What follows belongs to an exercise in optimizing a design on an open flow for small area, a short achievable clock period and few clock cycles per item; a production flow would make more cautious choices.
Only simulation tests tie the RTL to the original design; equivalence was not proved.

==> flow/design.v (outline; a module is shown in full before it is edited, if it fits) <==
// module dmr_fec: 1940 lines
module dmr_fec (
    input  wire         clk,
    input  wire         rst,         
    input  wire         start,
    input  wire [1:0]   op,
    input  wire [195:0] din,
    output wire         ready,
    output reg          done,
    output reg  [195:0] dout,
    output reg          corr,
    output reg          fail,
    output reg  [7:0]   ncorr
);
  // ...
==> flow/flow/run.sh <==
#!/bin/bash
# Standard ORFS layout at the design's clock and constraints, with:
#  - repair_timing asked to leave a setup margin (shorter critical paths),
#  - plain buf_1 cells as the port buffers,
#  - no dummy loads in the clock tree.
bash standard.sh SETUP_SLACK_MARGIN=38.5 \
  BUFFER_PORTS_ARGS="-buffer_cell sky130_fd_sc_hd__buf_1" \
  CTS_ARGS="-sink_clustering_enable -repair_clock_nets -dont_use_dummy_load" \
  finish > standard.log 2>&1
==> flow/standard.sh <==
#!/bin/bash
# synth_recipe.tcl (not shown) runs the flow's synth.tcl, then flattens the netlist and writes it again
# the make line also repeats each setting of config.mk as NAME=value (left out here)
make -C /OpenROAD-flow-scripts/flow DESIGN_CONFIG=/design/flow/config.mk WORK_HOME=/design/flow/orfs CLKGATE_MAP_FILE= SYNTH_SCRIPT=/design/flow/synth_recipe.tcl "${@:-finish}"
==> flow/config.mk <==
export PLATFORM = sky130hd
export DESIGN_NAME = dmr_fec
export DESIGN_NICKNAME = dmr_fec
export VERILOG_FILES = /design/flow/design.v
export SDC_FILE = /design/flow/constraint.sdc
export NUM_CORES = 8
export LEC_CHECK = 0
export CAP_MARGIN = 30
export CORE_MARGIN = 2
export CORE_UTILIZATION = 35
export PLACE_DENSITY = 0.55
export SLEW_MARGIN = 20
==> flow/constraint.sdc <==
create_clock -name core_clock -period 50.0 [get_ports {clk}]
set_input_delay 10.0000 -clock core_clock [delete_from_list [all_inputs] [get_ports {clk}]]
set_output_delay 10.0000 -clock core_clock [all_outputs]
set_load 0.01 [all_outputs]
==> flow_summary.ini, run 1 <==
[worst_setup_path]
cp.required_ns = 40.00
reg2reg_slack_ns = 38.59
worst-path-max-fanout = 4
cp_slowest_cell = dfxtp_1
critical_path.cell_chain = buf_1
start_kind = register
arrival_ns = 1.50

[finish]
multi_input_area_um2 = 39600
inv_count = 284
largest_class = multi-input combinational cells

[synth]
synthDistinctLibCells = 115
yosysMostFrequentCell = xnor2_1
synth-adder-area-share_pct = 12.9
synth.avg_cell_area_um2 = 10.6
synth_xor_area_share_pct = 25.3
synth-compound-area-share_pct = 8.21

[sta]
fin_crit_sh_pct = 23.0
finalWorstSetupSlack_ns = 38.50

[clocking]
cts-root-buf = clkbuf_16
cts_sinks = 614
postCtsSetupBuffers = 44
cts_tree = built

[global_route]
grt.overflow.total = 0
grt_util_met2_pct = 63.8
grt_busiest_layer = met2

[drt]
route.antenna.remaining_nets = 0
dr.max_layer_used = met5
wl_per_cell_um = 46.2
drt_iter0_drc = 6793

[die]
die_w_um = 395
rows = 143
die_area_um2 = 156000
core-area_um2 = 152000
nWellTaps = 2030

[run_status]
status = complete, no violations

[place]
dp_slack_ns = 36.06

[worst_hold_path]
min_path_type = register to register
Testbench counts, summed over its fixed seeds: cycles 5,628, items 4,800.
==> run 2: changes to the inputs <==
==> flow/flow/run.sh (replaced) <==
#!/bin/bash
# Standard ORFS layout at the design's clock and constraints, with:
#  - repair_timing asked to leave a setup margin (shorter critical paths),
#  - plain buf_2 cells as the port buffers,
#  - no dummy loads in the clock tree.
bash standard.sh SETUP_SLACK_MARGIN=38.5 \
  BUFFER_PORTS_ARGS="-buffer_cell sky130_fd_sc_hd__buf_2" \
  CTS_ARGS="-sink_clustering_enable -repair_clock_nets -dont_use_dummy_load" \
  finish > standard.log 2>&1
--- a/flow/config.mk
+++ b/flow/config.mk
@@ -7,3 +7,3 @@
 export LEC_CHECK = 0
-export CAP_MARGIN = 30
+export CAP_MARGIN = 40
 export CORE_MARGIN = 2
@@ -11,2 +11,2 @@
 export PLACE_DENSITY = 0.55
-export SLEW_MARGIN = 20
+export SLEW_MARGIN = 40
==> run 2 against run 1 <==
  * Sequential cell count stayed put
  * Utilization about the same
  * Sequential share of layout area is essentially flat
  * Cell area hardly changed
  * Still clean on timing, DRC and antenna
  * Critical path depth unchanged
  * First-iteration DRC count is 3.4% lower
  * Die area unchanged
  * Count of clock-buffer cells in the layout unchanged
  * Largest cell class unchanged
  * Cell count down 0.40%
  * Synthesized cell count is the same
==> flow_summary.ini, run 2 <==
[synth]
synth_top_area_share_pct = 15.6
synthDistinctLibCells = 115
syn_nets = 5740
synth-edff-count = 198
syn_inst = 5061
yosysMostFrequentCell = xnor2_1
synth.avg_cell_area_um2 = 10.6
ys_top_cells_by_count = 590 x xnor2_1, 416 x dfxtp_1, 357 x ha_1, 343 x xor2_1, 312 x nor2_1
ys_seq_area_share_pct = 26.7
synthArstFlopShare_pct = 0
synthTopCellsByArea = dfxtp_1 16%, edfxtp_1 11%, xnor2_1 9.7%
mappedNetlistArea_um2 = 53500
yosysTopAreaCell = dfxtp_1
yosysWarningCount = 1
synth_top_flop_cell = dfxtp_1
ys_seq_elements = 614

[worst_setup_path]
cp.required_ns = 40.00
path_buf_inv = 1
crit_family = flip-flops
critical_path.cell_chain = buf_2
worstSetupPathType = register to output pin
start_kind = register
arrival_ns = 1.53
worst-path-max-fanout = 2
cp_slowest_cell = dfxtp_1
cp-end-kind = output pin
slowest_delay_ns = 0.61

[clocking]
cts_tree = built
h-tree-depth = 3
clkLatencyLatePin_ns = 0.75
cts_made_buffers = 83
cts-root-buf = clkbuf_16
path_clk_slew_ns = 0.06
ctsHoldBuffers = 0
clk_path_buf_depth = 3
cts_sinks = 614

[drt]
drt_iter0_drc = 6564
wl_per_cell_um = 46.2
route.antenna.remaining_nets = 0
wirelength_um = 359000
via_per_inst = 6.14
vias = 47800
dr.pass1.iters = 8
drcViolationCount = 0

[die]
rows = 143
die_y_um = 395
core-area_um2 = 152000
die_w_um = 395
io_pins = 409
die_area_um2 = 156000
initial_utilization_pct = 35.2

[sta]
period_needed_ns = 11.53
setup_tns_ns = 0
finalWorstSetupSlack_ns = 38.47
worst_pin_slew_ns = 1.03
max_freq_mhz = 86.7
finalHoldViolCount = 0
relSlewSlack_pct = 30.8
drv_slew = 0
rsz0062_at_grt = yes
fin_skew_ns = 0.0847
fin_crit_sh_pct = 23.1
hold_slack_ns = 0.412
finalSetupViolCount = 0

[global_route]
grt_busiest_layer = met2
grt.overflow.total = 0
grt_util_met2_pct = 65.1
grt_antenna_before_repair = 64
track_usage_pct = 44.8
grt_pass1_vias = 45200
use_met3_pct = 15.3
grt_pass1_wl_um = 454000
globalRouteMet1Util_pct = 54.3
grt_max_degree = 134

[finish]
drive_gt1_share_pct = 27.3
layout_common_cells = 526 x xnor2_1, 406 x buf_2, 356 x dfxtp_1
num-nets-final = 6396
syn2layout_area_growth_pct = 21.3
layoutNonFillerInstCount = 7774
reg_top3 = dout (196), rin (196), w0 (195)
final_common_cell = xnor2_1

[worst_hold_path]
min_path_type = register to register

[place]
numPortBuffers = 408
dp_slack_ns = 35.56
dp.cells = 7533
hpwl_um = 300000
gp_congestion = 1.13

[run_status]
status = complete, no violations

[run]
maxCapViolCount = 0
## run 2: cell counts after synthesis
Identical to the previous run, type by type.
## run 2: what timing repair did
action,4_1_cts,5_1_grt
pin swaps,42,48
setup endpoints to repair,269,145
gates cloned,6,0
gates resized for setup,274,135
endpoints found under the hold margin,0,0
setup buffers,63,60
## run 2: stage by stage
stage                     util (%)  area, µm²
after floorplan                  -      53500
after global placement        38.8      59000
after detailed placement      39.3      59700
after CTS                     41.9      63600
after global routing          42.7      64900
final                         42.7      64900
## run 2: final cells by class
class | instances | area, µm²
well taps | 2030 | 2540
inverters | 283 | 1100
multi-input cells | 3975 | 39700
flip-flops and latches | 614 | 14400
diodes | 29 | 72.6
repair inverters | 1 | 8.76
repair buffers | 759 | 5050
clock buffers | 83 | 2080
fillers | 14800 | 87000
## run 2: cells by family (layout without fill, tap and decap cells)
| family | Yosys count | count (layout) | share of synthesized area [%] |
|---|---|---|---|
| and+or+nand+nor | 1240 | 1241 | 12.4 |
| xor gates and xnor gates | 1178 | 1178 | 25.3 |
| DFF | 614 | 614 | 26.7 |
| AOI/OAI and AO/OA | 609 | 610 | 8.21 |
| adders and majority gates | 480 | 480 | 12.9 |
| buffers and inverters | 474 | 1126 | 4.08 |
| muxes | 466 | 466 | 10.4 |
| other | 0 | 29 | 0 |
## run 2: per-layer routing
metal  part of all wire [%]  wire (µm)
met1                     37     134000
met2                     42     150000
met3                     12      41500
met4                    9.5      34300
met5                  0.050        179
## run 2: final timing paths
kind / startpoint / end / slack [ns] / cells past startpoint
max: dout[45] / dout[45] / 38.47 / 1
min: npass[0] / npass[0] / 0.41 / 1
max reg2reg: iter / dout[114] / 38.49 / 29
min reg2reg: npass[0] / npass[0] / 0.41 / 1
==> run 3: changes to the inputs <==
--- a/flow/config.mk
+++ b/flow/config.mk
@@ -7,3 +7,3 @@
 export LEC_CHECK = 0
-export CAP_MARGIN = 40
+export CAP_MARGIN = 30
 export CORE_MARGIN = 2
@@ -11,2 +11,2 @@
 export PLACE_DENSITY = 0.55
-export SLEW_MARGIN = 40
+export SLEW_MARGIN = 20
==> run 3 against run 2 <==
  * Count of clock-buffer cells in the layout decreased by 2
  * Register-to-register slack got worse by 0.02 ns
  * First-iteration DRC count increased by 7.4%
  * Cell area decreased by 0.52%
  * Still clean on timing, DRC and antenna
  * Cell count increased by 0.31%
  * Maximum frequency decreased by 0.12%
  * Clock skew increased by 0.014 ns
  * Area after synthesis unchanged
  * Critical path depth unchanged
  * Non-clock buffer count increased by 36
==> flow_summary.ini, run 3 <==
[finish]
num-nets-final = 6429
reg_top3 = dout (196), rin (196), w0 (195)
final_common_cell = xnor2_1
syn2layout_area_growth_pct = 20.7
drive_gt1_share_pct = 26.6
fill_cells = 14900
layout_common_cells = 543 x xnor2_1, 414 x buf_2, 361 x dfxtp_1

[sta]
period_needed_ns = 11.55
worst_pin_slew_ns = 1.19
drv_slew = 0
fin_skew_ns = 0.0983
rsz0062_at_grt = yes
max_freq_mhz = 86.6
relSlewSlack_pct = 18.6
finalSetupViolCount = 0
fin_crit_sh_pct = 23.1
finalHoldViolCount = 0
setup_tns_ns = 0
hold_slack_ns = 0.414

[synth]
synth-edff-count = 198
yosysTopAreaCell = dfxtp_1
synthTopCellsByArea = dfxtp_1 16%, edfxtp_1 11%, xnor2_1 9.7%
synthDistinctLibCells = 115
synth_mux_area_share_pct = 10.4
synth-adder-area-share_pct = 12.9
synth.avg_cell_area_um2 = 10.6
ys_seq_elements = 614
mappedNetlistArea_um2 = 53500
synth_top_flop_cell = dfxtp_1
syn_inst = 5061
yosysWarningCount = 1
synth_xor_area_share_pct = 25.3
ys_seq_area_share_pct = 26.7
synthArstFlopShare_pct = 0
syn_nets = 5740
ys_top_cells_by_count = 590 x xnor2_1, 416 x dfxtp_1, 357 x ha_1, 343 x xor2_1, 312 x nor2_1
yosysMostFrequentCell = xnor2_1
synth_top_family_by_area = XOR/XNOR gates
synth_top_area_share_pct = 15.6
yosys.area_share.simple_pct = 12.4
synth-compound-area-share_pct = 8.21

[worst_setup_path]
worstReg2RegEnd = corr
arrival_ns = 1.55
path_buf_inv = 1
cp_slowest_cell = dfxtp_1
worst-path-max-fanout = 3
worstSetupPathType = register to output pin
cp.required_ns = 40.00
critical_path.cell_chain = buf_2
reg2reg_depth = 35
start_kind = register
crit_start = dout[34]
cp.depth = 1
reg2reg_slack_ns = 38.47
crit_family = flip-flops
crit_end = dout[34]
cp-end-kind = output pin
slowest_delay_ns = 0.63
r2r_start = iter

[clocking]
cts_sinks = 614
path_clk_slew_ns = 0.06
clk_path_buf_depth = 3
ctsHoldBuffers = 0
cts_tree = built
h-tree-depth = 3
cts-root-buf = clkbuf_16
cts_made_buffers = 81
clkLatencyLatePin_ns = 0.74

[global_route]
grt.overflow.total = 0
grt_antenna_before_repair = 61
grt_pass1_vias = 45300
grt_max_degree = 134
track_usage_pct = 44.9
grt_pass1_wl_um = 455000

[die]
die_area_um2 = 156000
die_y_um = 395
initial_utilization_pct = 35.2
io_pins = 409
core-area_um2 = 152000
die_w_um = 395
rows = 143

[drt]
wl_per_cell_um = 46.3
vias = 48200
drt_iter0_drc = 7053
route.antenna.remaining_nets = 0
drcViolationCount = 0
wirelength_um = 361000
dr.pass1.iters = 8
via_per_inst = 6.18

[place]
gp_congestion = 1.13
hpwl_um = 300000
numPortBuffers = 408

[worst_hold_path]
min_path_type = register to register

[run_status]
status = complete, no violations

[run]
maxCapViolCount = 0
[run 3: cell families (layout without fill, tap and decap cells)]
logic type,after synthesis,count (layout)
buffers and inverters,474,1160
other,0,20
multiplexers,466,466
AO/OA/AOI/OAI,609,609
adder cells (fa/ha/maj),480,480
AND/OR/NAND/NOR,1240,1241
flip-flops,614,614
XOR/XNOR,1178,1178
[run 3: cell type report]
cell class	count	area, µm²	share of cell area (%)
inverter	283	1100	1.71
timing repair buffer	795	5330	8.25
timing repair inverter	1	16.3	0.0252
tap	2030	2540	3.93
sequential	614	14400	22.2
antenna	20	50.0	0.0775
clock buffer	81	2030	3.14
multi-input combinational	3974	39200	60.6
[run 3: timing repair]
action                                  CTS  global route
gates cloned                              6             0
endpoints found under the setup margin  286           112
buffers inserted                         72            63
pin swaps                                39            46
resized for setup                       298           112
[run 3: worst min-delay path by stage]
| stage | slack (ns) | cells after the start | from | to |
|---|---|---|---|---|
| 6_report | 0.41 | 1 | npass[0] | npass[0] |
| 5_1_grt | 0.43 | 1 | npass[0] | npass[0] |
| 4_1_cts | 0.42 | 1 | npass[0] | npass[0] |
| 3_5_place_dp | 0.40 | 1 | npass[0] | npass[0] |
| 3_3_place_gp | 0.39 | 1 | npass[0] | npass[0] |
| 2_1_floorplan | 0.38 | 1 | npass[0] | npass[0] |
[run 3: through the flow]
step | instances | setup WS [ns] | util (%) | cell area, µm²
6_report | 7798 | 38.45 | 42.5 | 64600
5_1_grt | 7779 | 38.42 | 42.5 | 64500
4_1_cts | 7704 | 38.46 | 41.7 | 63400
3_5_place_dp | 7545 | 35.33 | 39.0 | 59200
3_3_place_gp | 7518 | 35.44 | 38.8 | 59000
2_1_floorplan | 5061 | 38.36 | - | 53500
[run 3: metal layers]
metal / track usage (%) / share of wire, %
met4: 36.3 / 9.8
met5: 0 / 0.067
met2: 64.5 / 41
met1: 54.8 / 37
met3: 14.5 / 12

[port drivers added, routing unchanged]
The flow's constraints put no driver on any port. The routed layouts listed below were extracted and timed again, unchanged, in two steps.
Step 1, drivers: a clkbuf_16 drives clk and a buf_2 each remaining input, both assumed.
Step 2, shift: input delay + t, output delay - t, t = (earliest + latest rising clock arrival at the registers) / 2. This alone moves slack from input paths to output paths.
Slacks: ideal ports / drivers / drivers and shift; pairs: ideal ports / drivers.
| run | shift t [ns] | slack for setup (ns) | slew at the worst register clock pin (ns) |
|---|---|---|---|
| run 1 | 0.779 | 38.496 / 38.406 / 37.792 | 0.07 / 0.07 |
| run 2 | 0.808 | 38.468 / 38.363 / 37.850 | 0.07 / 0.07 |
| run 3 | 0.784 | 38.454 / 38.357 / 37.904 | 0.07 / 0.07 |
After both steps setup and hold are still met in every run listed. The setup slack of run 1, which loses most, moves by -0.090 ns with the drivers and by -0.704 ns with both steps.
